From an optimization exercise on the open Yosys and OpenROAD flow, aimed at small area, a short achievable clock period and few clock cycles; shortcuts taken in it are not production practice.
The RTL was checked by simulation tests, not by an equivalence proof against the original design.
No activity file was given, so power comes from the tool's default toggle rates.

old:
==> flow/design.v (excerpt) <==
module frame_rx (
  input  wire       clk,
  input  wire       rst,           
  input  wire       in_valid,
  input  wire [7:0] in_byte,
  output wire       in_ready,
  output reg        res_valid,
  output reg  [1:0] res_status,    
  output reg  [7:0] res_ack,
  output reg  [7:0] res_seq,
  output reg  [7:0] res_len,
  input  wire [7:0] rd_addr,
  output wire [7:0] rd_data
);
clock: 12.0 ns
lec_check: 0
abc_area: 1
cap_margin: 20
core_margin: 2
core_utilization: 65
cts_buf_list: sky130_fd_sc_hd__clkbuf_16
cts_cluster_diameter: 130
cts_cluster_size: 20
gpl_routability_driven: 0
place_density: 0.8
setup_slack_margin: 4.5
slew_margin: 20
tns_end_percent: 5
run.sh (not shown) runs the stock make flow with config.mk's settings and CLKGATE_MAP_FILE= SYNTH_SCRIPT=/design/flow/synth_recipe.tcl, a recipe that flattens the netlist after the stock synthesis.
old: PASS, flow complete, no timing, DRC or antenna violations
Testbench counts of old, summed over its fixed seeds: cycles 156,119.
Here is what was changed in the inputs of new compared with old.
-- flow/config.mk --
<<< old, line 14
export CTS_CLUSTER_SIZE = 20
export GPL_ROUTABILITY_DRIVEN = 0
export PLACE_DENSITY = 0.8
export SETUP_SLACK_MARGIN = 4.5
>>> new, line 14
export CTS_CLUSTER_SIZE = 20
export SETUP_SLACK_MARGIN = 4.5
### Flow results
- Of old and new, old shows the higher final-layout non-clock buffer area share, with new below it.
- In new, first-pass GRT wire length is lower than in old.
- Compared with old, new shows a fraction of met3 tracks used by global routing that is 8.1 points lower.
- From old to new the numbers moved as follows: multi-input combinational area share saw a decrease, final design instance area without fill saw a decrease, CTS clock-pin slew for the worst setup and hold paths saw a decrease.
- Post-cts resize count (new vs. old) increases by a few percent
- Between old and new, critical path depth decreased.
- Taking old as the reference point, the internal power contribution of new falls by 0.000073 W.

---

## job 101
The RTL this note starts from:
==> flow/design.v <==
module frame_rx (
  input  wire       clk,
  input  wire       rst,           
  input  wire       in_valid,
  input  wire [7:0] in_byte,
  output wire       in_ready,
  output reg        res_valid,
  output reg  [1:0] res_status,    
  output reg  [7:0] res_ack,
  output reg  [7:0] res_seq,
  output reg  [7:0] res_len,
  input  wire [7:0] rd_addr,
  output wire [7:0] rd_data
);
  localparam [7:0] SYNC0 = 8'h0A;
  localparam [7:0] SYNC1 = 8'h3C;
  localparam [1:0] ST_INCOMPLETE = 2'd0;
  localparam [1:0] ST_PARSED     = 2'd1;
  localparam [1:0] ST_HDR_ERR    = 2'd2;
  localparam [1:0] ST_DATA_ERR   = 2'd3;
  localparam C = 3;                
  reg [7:0]  hist [0:255];
  reg [8:0]  base;                 
  reg        ib_v;                 
  reg [7:0]  ib;
  reg        rpl;                  
  reg        prime;                
  reg [8:0]  roff;                 
  reg [7:0]  bsave;                
  reg [7:0]  rbyte;                
  reg        rlastf;               
  reg        drop;                 
  reg [8:0]  dpos;                 
  reg [C-1:0] alive;
  reg [C*C-1:0] older;             
  reg [C-1:0] od;                  
  reg [8:0]  pos  [0:C-1];
  reg [7:0]  ra   [0:C-1];         
  reg [7:0]  rb   [0:C-1];         
  reg [7:0]  rack [0:C-1];
  reg [7:0]  rseq [0:C-1];
  reg [7:0]  rlen [0:C-1];
  reg  [31:0] sel_lo;
  reg  [7:0]  sel_h0, sel_hi;
  reg  [4:0]  k_lo;
  reg  [2:0]  k_hi;
  reg         rd_b;
  reg  [7:0]  rd_q;
  integer gi, gj;
  always @* begin
    for (gj = 0; gj < 32; gj = gj + 1) begin
      k_lo = base[4:0] - gj;
      sel_lo[gj] = rpl ? (k_lo == 5'd0) : (rd_addr[4:0] == k_lo);
    end
    for (gj = 0; gj < 8; gj = gj + 1) begin
      k_hi = base[7:5] - gj;
      sel_h0[gj] = rpl ? (k_hi == 3'd0) : (rd_addr[7:5] == k_hi);
    end
    rd_b = !rpl && (rd_addr[4:0] > base[4:0]);
    for (gj = 0; gj < 8; gj = gj + 1)
      sel_hi[gj] = rd_b ? sel_h0[(gj + 1) & 7] : sel_h0[gj];
  end
  reg [2047:0] rd_t1;               
  reg [63:0]   rd_t2;               
  integer gb;
  always @* begin
    for (gi = 0; gi < 8; gi = gi + 1)
      for (gb = 0; gb < 8; gb = gb + 1)
        for (gj = 0; gj < 32; gj = gj + 1)
          rd_t1[(gi*8 + gb)*32 + gj] = ~hist[gi*32 + gj][gb] & sel_lo[gj];
    for (gb = 0; gb < 8; gb = gb + 1)
      for (gi = 0; gi < 8; gi = gi + 1)
        rd_t2[gb*8 + gi] = (|rd_t1[(gi*8 + gb)*32 +: 32]) & sel_hi[gi];
    for (gb = 0; gb < 8; gb = gb + 1)
      rd_q[gb] = |rd_t2[gb*8 +: 8];
  end
  assign rd_data = rd_q;
  wire [7:0] h_ha = 8'h46 + res_ack + res_seq + res_len;
  wire [7:0] h_hb = 8'h22 + {res_ack[6:0], 1'b0} + res_ack + {res_seq[6:0], 1'b0} + res_len;
  reg  [7:0] hdr_b;
  always @* begin
    case (roff[2:0])
      3'd2:    hdr_b = res_ack;
      3'd3:    hdr_b = res_seq;
      3'd4:    hdr_b = res_len;
      3'd5:    hdr_b = h_ha;
      default: hdr_b = h_hb;
    endcase
  end
  assign in_ready = !rst && !(ib_v && rpl);
  wire   accept   = in_valid && in_ready;
  wire   go       = rpl ? !prime : ib_v;
  wire   last     = !rpl || rlastf;
  wire [7:0] x = rpl ? rbyte : ib;
  wire [C-1:0] okv, parv, derrv;
  wire [8:0] npos [0:C-1];
  wire [7:0] na [0:C-1], nb [0:C-1], nack [0:C-1], nseq [0:C-1], nlen [0:C-1];
  genvar g;
  generate
    for (g = 0; g < C; g = g + 1) begin : sl
      wire [8:0] p    = pos[g];
      wire [8:0] pend = 9'd7 + {1'b0, rlen[g]};
      wire       hdr  = p <= 9'd4;
      wire       at_end  = p == pend;
      wire       at_end1 = p == pend + 9'd1;
      wire       acc  = hdr || (p >= 9'd7 && p < pend);
      wire       eq_a = x == ra[g];
      wire       eq_b = x == rb[g];
      assign okv[g]   = (p == 9'd1) ? (x == SYNC1) :
                        (p == 9'd5) ? eq_a :
                        (p == 9'd6) ? eq_b :
                        at_end      ? eq_a :
                        at_end1     ? eq_b : 1'b1;
      assign parv[g]  = at_end1 && eq_b;
      assign derrv[g] = (at_end && !eq_a) || (at_end1 && !eq_b);
      assign npos[g]  = p + 9'd1;
      assign na[g]    = (p == 9'd6) ? 8'd0 : acc ? ra[g] + x : ra[g];
      assign nb[g]    = (p == 9'd6) ? 8'd0 : acc ? rb[g] + ra[g] + x : rb[g];
      assign nack[g]  = (p == 9'd2) ? x : rack[g];
      assign nseq[g]  = (p == 9'd3) ? x : rseq[g];
      assign nlen[g]  = (p == 9'd4) ? x : rlen[g];
    end
  endgenerate
  wire [C-1:0] succ = alive & okv;
  reg  [C-1:0] win, mainv, olddrop;
  integer i, k;
  always @* begin
    for (i = 0; i < C; i = i + 1) begin
      win[i]   = succ[i];
      mainv[i] = alive[i];
      for (k = 0; k < C; k = k + 1) begin
        if (k != i && older[k*C + i]) begin
          if (succ[k])  win[i]   = 1'b0;
          if (alive[k]) mainv[i] = 1'b0;
        end
      end
      olddrop[i] = od[i];
    end
  end
  wire sp       = x == SYNC0;
  wire any_succ = |succ;
  wire wpar     = |(win & parv);
  wire need_rpl = last && drop && !(|(succ & olddrop));
  wire fin      = wpar || (!any_succ && !sp);       
  wire clr      = last && (need_rpl || fin);
  wire [C-1:0] keep = succ & ~parv & {C{~clr}};
  wire [C-1:0] freev;
  genvar gf;
  generate
    for (gf = 0; gf < C; gf = gf + 1) begin : fr
      assign freev[gf] = !alive[gf] || pos[gf] == 9'd1;
    end
  endgenerate
  wire [C-1:0] ffree = freev & (~freev + 1'b1);
  wire [C-1:0] spsel = (sp && !clr) ? ffree : {C{1'b0}};
  wire spdrop = sp && !clr && !(|freev);
  reg [7:0] w_ack, w_seq, w_len, m_ack, m_seq, m_len;
  reg [8:0] m_pos;
  reg       m_derr;
  always @* begin
    w_ack = 8'd0; w_seq = 8'd0; w_len = 8'd0;
    m_ack = 8'd0; m_seq = 8'd0; m_len = 8'd0; m_pos = 9'd0; m_derr = 1'b0;
    for (i = 0; i < C; i = i + 1) begin
      if (win[i]) begin
        w_ack = w_ack | nack[i]; w_seq = w_seq | nseq[i]; w_len = w_len | nlen[i];
      end
      if (mainv[i]) begin
        m_ack = m_ack | rack[i]; m_seq = m_seq | rseq[i]; m_len = m_len | rlen[i];
        m_pos = m_pos | pos[i];
        m_derr = m_derr | derrv[i];
      end
    end
  end
  always @(posedge clk) begin
    if (go) begin
      for (i = 0; i < C; i = i + 1) begin
        if (!alive[i] || (sp && pos[i] == 9'd1)) begin
          pos[i]  <= 9'd1;
          ra[i]   <= SYNC0;
          rb[i]   <= SYNC0;
          rack[i] <= 8'd0;
          rseq[i] <= 8'd0;
          rlen[i] <= 8'd0;
        end else begin
          pos[i]  <= npos[i];
          ra[i]   <= na[i];
          rb[i]   <= nb[i];
          rack[i] <= nack[i];
          rseq[i] <= nseq[i];
          rlen[i] <= nlen[i];
        end
      end
    end
  end
  reg        pw_v;
  reg [7:0]  pw_d;
  integer hi_k;
  always @(posedge clk) begin
    if (rst)
      pw_v <= 1'b0;
    else
      pw_v <= go && last && !need_rpl;
    pw_d <= ~x;                
    if (pw_v) begin
      hist[0] <= pw_d;
      for (hi_k = 1; hi_k < 256; hi_k = hi_k + 1)
        hist[hi_k] <= hist[hi_k - 1];
    end
  end
  always @(posedge clk) begin
    res_valid <= 1'b0;
    if (rst) begin
      ib_v  <= 1'b0;
      alive <= {C{1'b0}};
      rpl   <= 1'b0;
      drop  <= 1'b0;
    end else begin
     if (accept) begin
       ib_v <= 1'b1;
       ib   <= in_byte;
     end else if (!rpl)
       ib_v <= 1'b0;
     if (rpl) begin
      prime <= 1'b0;
      if (base != 9'h1FF) begin
        rbyte <= (roff < 9'd7) ? hdr_b : rd_q;
        base  <= base - 9'd1;
        roff  <= roff + 9'd1;
      end else begin
        rbyte  <= bsave;
        rlastf <= 1'b1;
      end
     end
     if (go) begin
      alive <= keep | spsel;
      for (i = 0; i < C; i = i + 1)
        if (spsel[i])
          for (k = 0; k < C; k = k + 1) begin
            older[k*C + i] <= 1'b1;
            older[i*C + k] <= 1'b0;
          end
      if (!clr && spdrop && !drop)
        od <= keep;
      else
        od <= od & ~spsel;
      if (clr)
        drop <= 1'b0;
      else if (spdrop && !drop) begin
        drop <= 1'b1;
        dpos <= 9'd1;
      end else
        dpos <= dpos + 9'd1;
      if (!last) begin
      end else if (need_rpl) begin
        rpl    <= 1'b1;
        prime  <= 1'b1;
        rlastf <= 1'b0;
        base   <= dpos - 9'd1;
        roff   <= (rpl ? roff : m_pos) - dpos;
        if (!rpl) begin
          bsave      <= x;
          res_status <= {1'b1, m_derr};
          res_ack <= m_ack; res_seq <= m_seq; res_len <= m_len;
        end
      end else begin
        rpl       <= 1'b0;
        res_valid <= 1'b1;
        if (any_succ) begin
          res_status <= wpar ? ST_PARSED : ST_INCOMPLETE;
          res_ack <= w_ack; res_seq <= w_seq; res_len <= w_len;
          if (wpar) base <= {1'b0, w_len};
        end else if (sp) begin
          res_status <= ST_INCOMPLETE;
          res_ack <= 8'd0; res_seq <= 8'd0; res_len <= 8'd0;
        end else if (!rpl) begin
          res_status <= {1'b1, m_derr};
          res_ack <= m_ack; res_seq <= m_seq; res_len <= m_len;
        end
      end
     end
    end
  end
endmodule
export LEC_CHECK = 0
export ABC_AREA = 1
export CAP_MARGIN = 20
export CORE_MARGIN = 2
export CORE_UTILIZATION = 65
export CTS_BUF_LIST = sky130_fd_sc_hd__clkbuf_16
export CTS_CLUSTER_DIAMETER = 130
export CTS_CLUSTER_SIZE = 20
export PLACE_DENSITY = 0.8
export SETUP_SLACK_MARGIN = 4.5
export SLEW_MARGIN = 20
export TNS_END_PERCENT = 5
create_clock -name core_clock -period 12.0 [get_ports {clk}]
Finished, but not clean: job 101, with max-capacitance violations.
Testbench counts of job 101, summed over its fixed seeds: cycles 156,119.
Edits applied to the flow inputs when going from job 101 to job 102:
Settings: removing PLACE_DENSITY (formerly 0.8).
Results
Status for job 101 and job 102: clean finish in job 102 only
Routed wire length per instance ended up 4.2% lower on job 102 than on job 101.
The beginning of the critical path comes out rpl in one run and rd_addr[1] in the other, namely in job 101 and job 102 respectively.
Changes observed in job 102 relative to job 101: maximum clock frequency went up 3.0%; clock power went down about 4%; cell count held.

==> what the ideal ports hide <==
In the flow no input, the clock included, has a driving cell. The finished layouts below were timed again as built, in two steps.
Step 1 (the two cells are an assumption about what drives the block):
set clk [get_ports {clk}]
set_driving_cell -lib_cell sky130_fd_sc_hd__clkbuf_16 $clk
set_driving_cell -lib_cell sky130_fd_sc_hd__buf_2 [delete_from_list [all_inputs] $clk]
Step 2 times the ports against the registers' clock, not the clock port: input delays grow and output delays shrink by t, the midpoint of the rising clock arrivals with the driver on.
a / b / c = ideal ports / drivers / drivers and shift; a / b = the first two.
run | shift t [ns] | setup WS [ns] | slew at the worst register clock pin (ns) | worst slew at a driven data input, ns
old | 0.929 | 3.974 / 3.839 / 3.839 | 0.11 / 0.11 | 0.16
new | 0.876 | 4.070 / 3.983 / 3.983 | 0.10 / 0.10 | 0.22
job 101 | 0.913 | 3.978 / 3.884 / 3.907 | 0.10 / 0.10 | 0.16
job 102 | 0.891 | 4.211 / 3.979 / 3.979 | 0.10 / 0.10 | 0.27
For job 102, which loses most, drivers alone change the setup slack by -0.232 ns; drivers and shift together by -0.232 ns.
